Context: an optimization exercise on an open-source flow, tuned for a short achievable clock period and few clock cycles per item. The choices shown serve that exercise and are no tape-out recipe.
For this run, only the layout was checked, not whether the RTL still works.

`design/flow/design.v`:
```
module jbc_cc (
    input  wire        clk,
    input  wire        rst,
    input  wire        ev_valid,
    input  wire [31:0] ev_word,
    output wire        ev_ready,
    output reg         ev_done,
    output reg         heater,
    output reg         adc_start,
    output reg         enc_wr,
    output reg  [15:0] enc_wr_val,
    output wire [15:0] rd_data
);
    localparam [1:0] M_ACTIVE = 2'd0, M_HOLDER = 2'd1, M_REMOVED = 2'd2, M_DISC = 2'd3;
    function f_zcm;  input [31:0] w; f_zcm  = (w[31:28] == 4'd1) && (w[27:15] == 13'd0); endfunction
    function f_zcd;  input [31:0] w; f_zcd  = (w == 32'h2000_0000); endfunction
    function f_tick; input [31:0] w; f_tick = (w == 32'h3000_0000); endfunction
    function f_rfr;  input [31:0] w; f_rfr  = (w[31:28] == 4'd4) && (w[27:18] == 10'd0); endfunction
    function f_wrg;  input [31:0] w; f_wrg  = (w[31:28] == 4'd5) && (w[27:20] == 8'd0); endfunction
    function f_rds;  input [31:0] w; f_rds  = (w[31:28] == 4'd6) && (w[27:20] == 8'd0) && (w[15:0] == 16'd0); endfunction
    function f_rst;  input [31:0] w; f_rst  = (w == 32'h7000_0000); endfunction
    function drive;
        input       en;
        input [3:0] s;
        input [3:0] dq;
        begin
            drive = en && (s != 4'd0) && (s <= dq);
        end
    endfunction
    function [3:0] inc11;
        input [3:0] s;
        begin
            inc11 = (s == 4'd10) ? 4'd0 : s + 4'd1;
        end
    endfunction
    reg         ready_r;     
    reg         hold_r;      
    reg         p_r;         
    reg  [31:0] W;           
    reg         rst_r;       
    assign ev_ready = ready_r;
    wire accept = ev_valid & ready_r & ~rst;
    reg  [3:0]  slot;
    reg  [3:0]  dq;              
    reg  [3:0]  dqf;             
    reg         out_en;
    reg  [1:0]  warmup;
    reg  [6:0]  qf;              
    reg  [4:0]  qa;              
    reg  [2:0]  qb;              
    reg  signed [11:0] err0;
    reg  signed [7:0]  integ;
    reg         tip_removed;
    reg         iron_disc;
    reg         iron_holder;
    reg         runaway;
    reg         blink_phase;
    reg  [1:0]  mode_state;
    reg  [8:0]  setpoint;
    reg  [8:0]  backup_sp;
    reg  [2:0]  hold_periods;
    reg  [8:0]  disp_sp;
    reg  [6:0]  disp_q;          
    reg  [3:0]  disp_dq;         
    reg  [31:0] ms_clock;
    reg  [8:0]  blink_ms;
    reg  [15:0] kp100, ki100, kd100;
    reg  [26:0] pc_N;
    reg  [19:0] pc_K5, pc_KM;
    reg  signed [31:0] pc_AH [1:10];
    reg  signed [31:0] pc_AL [1:10];
    reg  signed [31:0] pc_AM [1:10];
    reg  signed [11:0] pc_HI, pc_LO, pc_E0, pc_I10;
    reg  signed [13:0] pc_RW;
    wire [16:0] c_kpd = {1'b0, kp100} + {1'b0, kd100};
    wire signed [11:0] c_e0  = $signed({3'd0, setpoint}) - $signed({3'd0, qa, 3'd0}) - $signed({6'd0, qa, 1'b0});
    wire signed [11:0] c_i10 = c_e0 + {{4{integ[7]}}, integ};
    wire signed [31:0] c_c0  = $signed({15'd0, c_kpd}) * c_e0 - $signed({16'd0, kd100}) * err0;
    wire signed [31:0] c_ch  = c_c0 + $signed({16'd0, ki100}) * 32'sd100;
    wire signed [31:0] c_cl  = c_c0 - $signed({16'd0, ki100}) * 32'sd100;
    wire signed [31:0] c_cm  = c_c0 + $signed({16'd0, ki100}) * c_i10;
    integer j;
    always @(posedge clk) begin
        case (qb)
            3'd0:    pc_N <= 27'd12163930;
            3'd1:    pc_N <= 27'd13842050;
            3'd2:    pc_N <= 27'd15519149;
            3'd3:    pc_N <= 27'd17196945;
            default: pc_N <= 27'd18874742;
        endcase
        pc_K5 <= c_kpd * 20'd5;
        pc_KM <= (c_kpd + {1'b0, ki100}) * 20'd5;
        for (j = 1; j <= 10; j = j + 1) begin
            pc_AH[j] <= c_ch - j * 1000;
            pc_AL[j] <= c_cl - j * 1000;
            pc_AM[j] <= c_cm - j * 1000;
        end
        pc_E0  <= c_e0;
        pc_I10 <= c_i10;
        pc_HI  <= c_i10 - 12'sd101;
        pc_LO  <= c_i10 + 12'sd100;
        pc_RW  <= $signed({5'd0, setpoint}) * 14'sd11 - $signed({9'd0, qa}) * 14'sd100;
    end
    wire w_zcm  = f_zcm(W);
    wire w_zcd  = f_zcd(W);
    wire w_tick = f_tick(W);
    wire w_rfr  = f_rfr(W);
    wire w_wrg  = f_wrg(W);
    wire w_rst  = f_rst(W);
    wire w_eval = p_r & w_zcm & (slot == 4'd0);
    wire [11:0] z_s      = W[11:0];
    wire        z_ok     = W[12];
    wire        z_disc   = W[13];
    wire        z_holder = W[14];
    wire        acq_fail = ~z_ok | (z_s > 12'd3500);
    wire [28:0] r_prod = z_s * 17'd70349 + pc_N;
    wire [5:0]  r      = r_prod[27:22];
    wire [8:0]  r5     = r * 9'd5;
    wire [25:0] p_k5   = pc_K5 * r;
    wire [25:0] p_km   = pc_KM * r;
    wire        is_hi  = $signed({3'd0, r5}) <= pc_HI;
    wire        is_lo  = $signed({3'd0, r5}) >  pc_LO;
    reg  [10:1] t_h, t_l, t_m, t_sel;
    integer jt;
    always @(*) begin
        for (jt = 1; jt <= 10; jt = jt + 1) begin
            t_h[jt] = pc_AH[jt] >= $signed({6'd0, p_k5});
            t_l[jt] = pc_AL[jt] >= $signed({6'd0, p_k5});
            t_m[jt] = pc_AM[jt] >= $signed({6'd0, p_km});
        end
        t_sel = is_hi ? t_h : is_lo ? t_l : t_m;
    end
    reg [3:0] dq_eval;
    integer jd;
    always @(*) begin
        dq_eval = 4'd0;
        for (jd = 1; jd <= 10; jd = jd + 1)
            if (t_sel[jd]) dq_eval = jd;
    end
    wire        warm        = (warmup == 2'd3);
    wire [11:0] r50         = r * 12'd50;
    wire        runaway_new = $signed({2'd0, r50}) > pc_RW;
    wire        en_eval     = ~acq_fail & ~z_disc & warm & ~runaway_new;
    wire [6:0]  q_new       = {qa, 1'b0} + {1'b0, r};
    wire signed [11:0] err_new   = pc_E0 - $signed({3'd0, r5});
    wire signed [11:0] isum_new  = pc_I10 - $signed({3'd0, r5});
    wire signed [7:0]  integ_new = is_hi ? 8'sd100 : is_lo ? -8'sd100 : isum_new[7:0];
    wire [4:0]  d_sum       = {1'b0, dq_eval} + {1'b0, dqf};
    wire signed [15:0] r_enc = W[15:0];
    wire        r_holder = W[16];
    wire        r_disc   = W[17];
    wire        r_neg    = W[15];
    wire        r_big    = ~W[15] & (W[14:0] > 15'd4500);
    wire [12:0] r_in     = W[12:0];
    wire [8:0]  r_div    = (r_in * 26'd6554) >> 16;
    wire [8:0]  r_raw    = r_neg ? 9'd0 : r_big ? 9'd450 : r_div;
    wire        r_change = (r_raw != backup_sp);
    wire [8:0]  r_reduced = (r_raw > 9'd150) ? 9'd150 : r_raw;
    wire [1:0]  r_mode   = tip_removed ? M_REMOVED :
                           r_disc      ? M_DISC    :
                           r_holder    ? M_HOLDER  : M_ACTIVE;
    wire        r_recent = r_change | (hold_periods != 3'd0);
    reg  [3:0]  n_slot, n_dq, n_dqf;
    reg         n_en;
    reg  [1:0]  n_warmup;
    reg  [6:0]  n_qf;
    reg  [4:0]  n_qa;
    reg  [2:0]  n_qb;
    reg  signed [11:0] n_err0;
    reg  signed [7:0]  n_integ;
    reg         n_tip, n_disc, n_holder, n_runaway, n_phase;
    reg  [1:0]  n_mode;
    reg  [8:0]  n_sp, n_bsp, n_dsp;
    reg  [2:0]  n_hold;
    reg  [6:0]  n_dispq;
    reg  [3:0]  n_dispdq;
    reg  [31:0] n_ms;
    reg  [8:0]  n_bms;
    reg  [15:0] n_kp, n_ki, n_kd;
    always @(*) begin
        n_slot = slot; n_dq = dq; n_dqf = dqf; n_en = out_en; n_warmup = warmup;
        n_qf = qf; n_qa = qa; n_qb = qb; n_err0 = err0; n_integ = integ;
        n_tip = tip_removed; n_disc = iron_disc; n_holder = iron_holder;
        n_runaway = runaway; n_phase = blink_phase; n_mode = mode_state;
        n_sp = setpoint; n_bsp = backup_sp; n_dsp = disp_sp; n_hold = hold_periods;
        n_dispq = disp_q; n_dispdq = disp_dq; n_ms = ms_clock; n_bms = blink_ms;
        n_kp = kp100; n_ki = ki100; n_kd = kd100;
        if (rst_r || (p_r && w_rst)) begin
            n_slot = 4'd0; n_dq = 4'd0; n_dqf = 4'd0; n_en = 1'b0; n_warmup = 2'd0;
            n_qf = 7'd0; n_qa = 5'd0; n_qb = 3'd0; n_err0 = 12'sd0; n_integ = 8'sd0;
            n_tip = 1'b0; n_disc = 1'b0; n_holder = 1'b0;
            n_runaway = 1'b0; n_phase = 1'b0; n_mode = M_ACTIVE;
            n_sp = 9'd0; n_bsp = 9'd0; n_dsp = 9'd0; n_hold = 3'd0;
            n_dispq = 7'd0; n_dispdq = 4'd0; n_ms = 32'd0; n_bms = 9'd0;
            n_kp = 16'd170; n_ki = 16'd15; n_kd = 16'd50;
        end else if (p_r) begin
            if (w_eval) begin
                n_disc   = z_disc;
                n_holder = z_holder;
                if (acq_fail) begin
                    n_tip = 1'b1; n_runaway = 1'b0; n_en = 1'b0; n_dq = 4'd0; n_dqf = 4'd0;
                end else begin
                    n_tip     = 1'b0;
                    n_qf      = q_new;
                    n_qa      = q_new / 7'd5;
                    n_qb      = q_new % 7'd5;
                    n_runaway = runaway_new;
                    if (!warm) n_warmup = warmup + 2'd1;
                    n_err0    = err_new;
                    n_integ   = integ_new;
                    if (z_disc) begin
                        n_en = 1'b0; n_dq = 4'd0; n_dqf = 4'd0;
                    end else begin
                        n_en  = warm & ~runaway_new;
                        n_dq  = dq_eval;
                        n_dqf = d_sum[4:1];
                    end
                end
            end
            if (w_zcd) n_slot = inc11(slot);
            if (w_tick) begin
                n_ms = ms_clock + 32'd1;
                if (blink_ms == 9'd499) begin
                    n_bms   = 9'd0;
                    n_phase = ~blink_phase;
                    if (hold_periods != 3'd0) n_hold = hold_periods - 3'd1;
                end else begin
                    n_bms = blink_ms + 9'd1;
                end
            end
            if (w_rfr) begin
                if (r_change) n_hold = 3'd4;
                n_bsp    = r_raw;
                n_sp     = r_holder ? r_reduced : r_raw;
                n_mode   = r_mode;
                n_dsp    = (r_mode == M_HOLDER && !r_recent) ? r_reduced : r_raw;
                n_dispq  = qf;
                n_dispdq = r_mode[1] ? 4'd0 : dqf;
            end
            if (w_wrg) begin
                case (W[19:16])
                    4'd0:  n_kp = W[15:0];
                    4'd1:  n_ki = W[15:0];
                    4'd2:  n_kd = W[15:0];
                    4'd14: n_ms[15:0]  = W[15:0];
                    4'd15: n_ms[31:16] = W[15:0];
                    default: ;
                endcase
            end
        end
    end
    wire [3:0] s1 = inc11(slot);
    wire [3:0] s2 = inc11(s1);
    wire d0 = drive(out_en, slot, dq);
    wire d1 = drive(out_en, s1, dq);
    wire d2 = drive(out_en, s2, dq);
    reg  pin_a, pin_b;
    always @(*) begin
        if (rst_r || (p_r && w_rst)) begin
            pin_a = 1'b0; pin_b = 1'b0;
        end else if (w_eval) begin
            pin_a = 1'b0; pin_b = en_eval & t_sel[1];
        end else if (p_r && w_zcd) begin
            pin_a = d1; pin_b = d2;
        end else begin
            pin_a = d0; pin_b = d1;
        end
    end
    wire n_slot0 = (n_slot == 4'd0);
    wire stale = rst_r | (p_r & (w_rst | w_rfr | w_eval | (w_wrg & (W[19:18] == 2'd0) & (W[17:16] != 2'd3))));
    wire [15:0] n_status = {3'd0, (n_hold != 3'd0), n_mode, n_warmup,
                            n_phase, 1'b0, n_runaway, n_holder, n_disc,
                            n_tip, n_en, heater};
    wire [15:0] view [0:15];
    assign view[0]  = n_kp;
    assign view[1]  = n_ki;
    assign view[2]  = n_kd;
    assign view[3]  = {12'd0, n_slot};
    assign view[4]  = n_status;
    assign view[5]  = {9'd0, n_dq * 7'd10};
    assign view[6]  = {9'd0, n_dqf * 7'd10};
    assign view[7]  = {6'd0, n_qf * 10'd5};
    assign view[8]  = {7'd0, n_sp};
    assign view[9]  = {7'd0, n_bsp};
    assign view[10] = {7'd0, n_dsp};
    assign view[11] = {6'd0, n_dispq * 10'd5};
    assign view[12] = {9'd0, n_dispdq * 7'd10};
    assign view[13] = {13'd0, n_hold};
    assign view[14] = n_ms[15:0];
    assign view[15] = n_ms[31:16];
    reg [15:0] rd_pre [0:3];
    reg [3:0]  rd_sel;
    assign rd_data = ({16{rd_sel[0]}} & rd_pre[0]) | ({16{rd_sel[1]}} & rd_pre[1]) |
                     ({16{rd_sel[2]}} & rd_pre[2]) | ({16{rd_sel[3]}} & rd_pre[3]);
    wire i_zcm = f_zcm(ev_word);
    wire i_zcd = f_zcd(ev_word);
    wire i_rfr = f_rfr(ev_word);
    wire i_rst = f_rst(ev_word);
    wire i_hold = i_zcm & n_slot0 & stale;
    integer k;
    always @(posedge clk) begin
        rst_r <= rst;
        if (rst) begin
            ready_r <= 1'b1;
            hold_r  <= 1'b0;
            p_r     <= 1'b0;
            ev_done <= 1'b0;
            heater  <= 1'b0;
        end else begin
            ready_r <= ~(accept & i_hold);
            hold_r  <= accept & i_hold;
            p_r     <= hold_r | (accept & ~i_hold);
            ev_done <= hold_r | (accept & ~i_hold);
            if (hold_r)
                heater <= 1'b0;
            else if (accept) begin
                if (i_rst)
                    heater <= 1'b0;
                else if (i_zcm)
                    heater <= n_slot0 ? 1'b0 : pin_a;
                else if (i_zcd)
                    heater <= pin_b;
            end
        end
        if (!hold_r)
            W <= ev_word;
        adc_start  <= hold_r | (i_zcm & n_slot0);
        enc_wr     <= ~hold_r & i_rfr & (ev_word[15] | (ev_word[14:0] > 15'd4500));
        enc_wr_val <= ev_word[15] ? 16'd0 : 16'd4500;
        for (k = 0; k < 4; k = k + 1)
            rd_pre[k] <= view[{ev_word[19:18], k[1:0]}];
        rd_sel <= 4'd1 << ev_word[17:16];
        slot <= n_slot; dq <= n_dq; dqf <= n_dqf; out_en <= n_en; warmup <= n_warmup;
        qf <= n_qf; qa <= n_qa; qb <= n_qb; err0 <= n_err0; integ <= n_integ;
        tip_removed <= n_tip; iron_disc <= n_disc; iron_holder <= n_holder;
        runaway <= n_runaway; blink_phase <= n_phase; mode_state <= n_mode;
        setpoint <= n_sp; backup_sp <= n_bsp; disp_sp <= n_dsp; hold_periods <= n_hold;
        disp_q <= n_dispq; disp_dq <= n_dispdq; ms_clock <= n_ms; blink_ms <= n_bms;
        kp100 <= n_kp; ki100 <= n_ki; kd100 <= n_kd;
    end
endmodule
```
`design/flow/run.sh`:
```
#!/bin/bash
# synth_recipe.tcl (not shown) runs the flow's synth.tcl, then flattens the netlist and writes it again
# the make line also repeats each setting of config.mk as NAME=value (left out here)
make -C /OpenROAD-flow-scripts/flow DESIGN_CONFIG=/design/flow/config.mk WORK_HOME=/design/flow/orfs CLKGATE_MAP_FILE= SYNTH_SCRIPT=/design/flow/synth_recipe.tcl finish
```
`design/flow/config.mk`:
```
export PLATFORM = sky130hd
export DESIGN_NAME = jbc_cc
export DESIGN_NICKNAME = jbc_cc
export VERILOG_FILES = /design/flow/design.v
export SDC_FILE = /design/flow/constraint.sdc
export NUM_CORES = 4
export LEC_CHECK = 0
export CAP_MARGIN = 20
export CORE_MARGIN = 2
export CORE_UTILIZATION = 40
export SLEW_MARGIN = 20
```
`design/flow/constraint.sdc`:
```
create_clock -name core_clock -period 48.0 [get_ports {clk}]
set_input_delay 9.6000 -clock core_clock [delete_from_list [all_inputs] [get_ports {clk}]]
set_output_delay 9.6000 -clock core_clock [all_outputs]
set_load 0.01 [all_outputs]
```
==> flow_summary.ini <==
[status]
outcome = timing/DRC/antenna clean

[sta]
rsz0062_at_grt = false
hold_viol = 0
tightest_slew_ns = 1.19
min_period_ns = 18.17
setup_tns_ns = 0
setup_viol = 0
max_slew_margin_pct = 20.7
skew_ns = 0.0577
maxSlewViolCount = 0
min_period_over_period_pct = 37.9
max_clock_freq_ghz = 0.0550
hold_ws_ns = 0.464

[logic_synthesis]
yosysSeqAreaShare_pct = 23.6
synth-simple-area-share_pct = 15.6
synth_warnings = 5
synth-main-ff-cell = dfxtp_1
synth_top_family_by_area = adder cells
synth_area_sq_um = 106000
synth_seq_cells = 1232
synth_xor_area_share_pct = 8.44
synth_top_area_cell = dfxtp_1
synth_edf_count = 32
synthAdderAreaFrac_pct = 33.7
ys_types = 111
synth.avg_cell_area_sq_um = 8.95
synth_compound_gate_area_share_pct = 11.8
synthMuxAreaShare_pct = 0.400
syn_inst = 11900
synth_top_area_share_pct = 22.6
synthArstFlopShare_pct = 0
netlist_top_cells_area = dfxtp_1 23%, ha_1 19%, fa_1 15%, xnor2_1 5.5%, inv_1 5.0%

[routing]
wl_per_cell_microns = 22.5
drtAntennaViolNets = 0
drcViolationCount = 0
dr.first_iter.drc_count = 7853
vias = 85300
drt-total-wl_microns = 350000
via_per_inst = 5.46
first_pass_iters = 6

[worst_setup_path]
r2r_setup_slack_ns = 29.83
crit_slowest_cell = edfxtp_1
end_kind = register
critPathLaunchType = register
worstReg2RegEnd = rd_pre[2][5]
cp.arrival_ns = 18.92
cpMostUsedCell = fa_1
required_ns = 48.75
worstRegToRegCells = 62
path_class = register to register
cp_max_fo = 41
slowest_delay_ns = 0.86
timing.rr.start = W[11]

[worst_hold_path]
min_path_cells = 2
min-delay-start = disp_sp[3]
min_path_type = register to register
hold_path_end = disp_sp[3]

[floorplan]
die_h_microns = 519
ios = 72
placementRows = 189
die-area_sq_um = 269000
initial_utilization_pct = 40.1
core_sq_um = 264000
die-width_microns = 519

[grt]
grt_max_degree = 58
track_usage_pct = 25.6
first_global_vias = 83300
antenna_found_initial = 18
overflow = 0
grt_first_pass_wirelength_microns = 527000

[cts]
cts_hold_buffers = 0
post_cts_buffers = 0
cts_buffers = 145
cts.sinks = 1232
cts.clk_slew.worst_paths_ns = 0.07
root_buffer = clkbuf_16
htree_levels = 4
tritoncts = yes
clockBufferDepth = 3
clk_latency_ns = 0.83
ctsResizeCount = 0

[job]
drv_cap = 0

[layout]
synthToLayoutAreaGrowth_pct = 10.9
nets = 14400
drive_above_1_share_pct = 6.17
fill_cells = 26100
final_common_cell = ha_1
final_util_pct = 44.5
final_cell_mix = 1584 x ha_1, 1407 x inv_1, 1199 x dfxtp_1, 1070 x nand2_1, 796 x fa_1

[place]
dpl.hpwl_microns = 271000
gp_congestion = 0.984
io_buffers = 60
cell usage after synthesis (16+ instances only):
cell type and instances:
edfxtp_1 32, or4_1 28, a21oi_1 605, o21bai_1 73, a21boi_0 23, a221oi_1 17, nor2_1 761, nand4_1 125
or2_2 53, o21ai_0 380, buf_1 45, o31ai_1 42, buf_2 16, nand2_1 1070, fa_1 796, a2111oi_0 19
o21ai_1 18, o211ai_1 59, inv_1 1407, a31oi_1 49, o22ai_1 54, dfxtp_1 1200, nand3_1 204, a211oi_1 98
xnor2_1 668, and3_1 59, nand2b_1 113, ha_1 1584, clkbuf_1 323, and2_1 466, a22oi_1 58, a211o_1 25
mux2i_1 30, nor2b_1 105, or3_1 67, a21o_1 237, xor2_1 343, o21a_1 43, nor4_1 79, nor3_1 175
layout make-up:
cell class / count / area (sq um) / area share (%)
Tap cell: 3533 / 4420 / 3.76
Clock inverter: 68 / 1020 / 0.865
Timing Repair Buffer: 347 / 2750 / 2.33
Clock buffer: 190 / 4070 / 3.46
Antenna cell: 4 / 10.0 / 0.00850
Inverter: 1414 / 5310 / 4.51
Multi-Input combinational cell: 8816 / 75100 / 63.8
Sequential cell: 1232 / 25000 / 21.2
kinds of logic after synthesis:
logic type	Yosys count
buffers and inverters	1814
adders and majority gates	2380
AOI/OAI and AO/OA	1971
and+or+nand+nor	3401
muxes	36
xor gates and xnor gates	1017
other	1
DFF	1232
sequential cells by signal, indices dropped and copies added, names as in the netlist, 10 cells and up:
register,count
ki100,16
pc_LO,10
pc_RW,14
rd_pre,64
pc_AM,277
kd100,16
kp100,16
pc_K5,20
pc_AH,275
W,32
pc_N,15
ms_clock,32
err0,12
pc_KM,20
pc_AL,276
pc_HI,12
pc_E0,10
routing by layer:
layer | wire [microns] | up-vias | GRT usage, %
li1 | - | 39800 | -
met1 | 153000 | 41300 | 35.3
met2 | 154000 | 3429 | 40.0
met3 | 27700 | 693 | 4.03
met4 | 15900 | 8 | 10.2
met5 | 63 | - | 0
worst max-delay path, delay by kind of cell, from the launching register on:
kind            cells  cell delay, ns
xor+xnor            2            0.91
flops               1            0.86
buf+inv             7            1.15
compound gates     28            6.68
fa+ha+maj          15            6.37
simple gates       10            2.10
how the worst max path moves through the flow:
stage	start	endpoint	slack (ns)	cells past startpoint
2_1_floorplan	W[10]	rd_pre[2][5]	32.96	64
3_3_place_gp	W[11]	rd_pre[2][5]	30.23	62
3_5_place_dp	W[11]	rd_pre[2][5]	29.91	62
4_1_cts	W[11]	rd_pre[2][5]	29.85	62
5_1_grt	W[11]	rd_pre[2][5]	28.81	65
6_report	W[11]	rd_pre[2][5]	29.83	62
stage by stage:
step	instances	cell area (sq um)	setup slack [ns]
final	15600	118000	29.83
after global routing	15600	118000	28.81
after CTS	15600	118000	29.85
after detailed placement	15300	113000	29.91
after global placement	15300	113000	30.23
after floorplan	11900	106000	32.96

==> what the ideal ports hide <==
How much do the figures lean on ideal ports? The routed layout below was timed once more, with nothing changed but the port constraints. Step 1 (the two cells are an assumption about what drives the block):
set clk [get_ports {clk}]
set_driving_cell -lib_cell sky130_fd_sc_hd__clkbuf_16 $clk
set_driving_cell -lib_cell sky130_fd_sc_hd__buf_2 [delete_from_list [all_inputs] $clk]
Step 2 moves the port delays by t, midway between the first and last clock arrival at a register: inputs arrive t later, outputs are due t later. That takes back most of the time a late clock gives input paths. Three values: ideal, step 1, step 2; two values: the first two.
t (ns): 0.889
setup slack, ns: 29.831 / 29.831 / 29.831
latest minus earliest clock arrival (ns): 0.064 / 0.065
After both steps setup and hold are still met in this run. For this run, drivers alone change the setup slack by 0.000 ns; drivers and shift together by 0.000 ns.
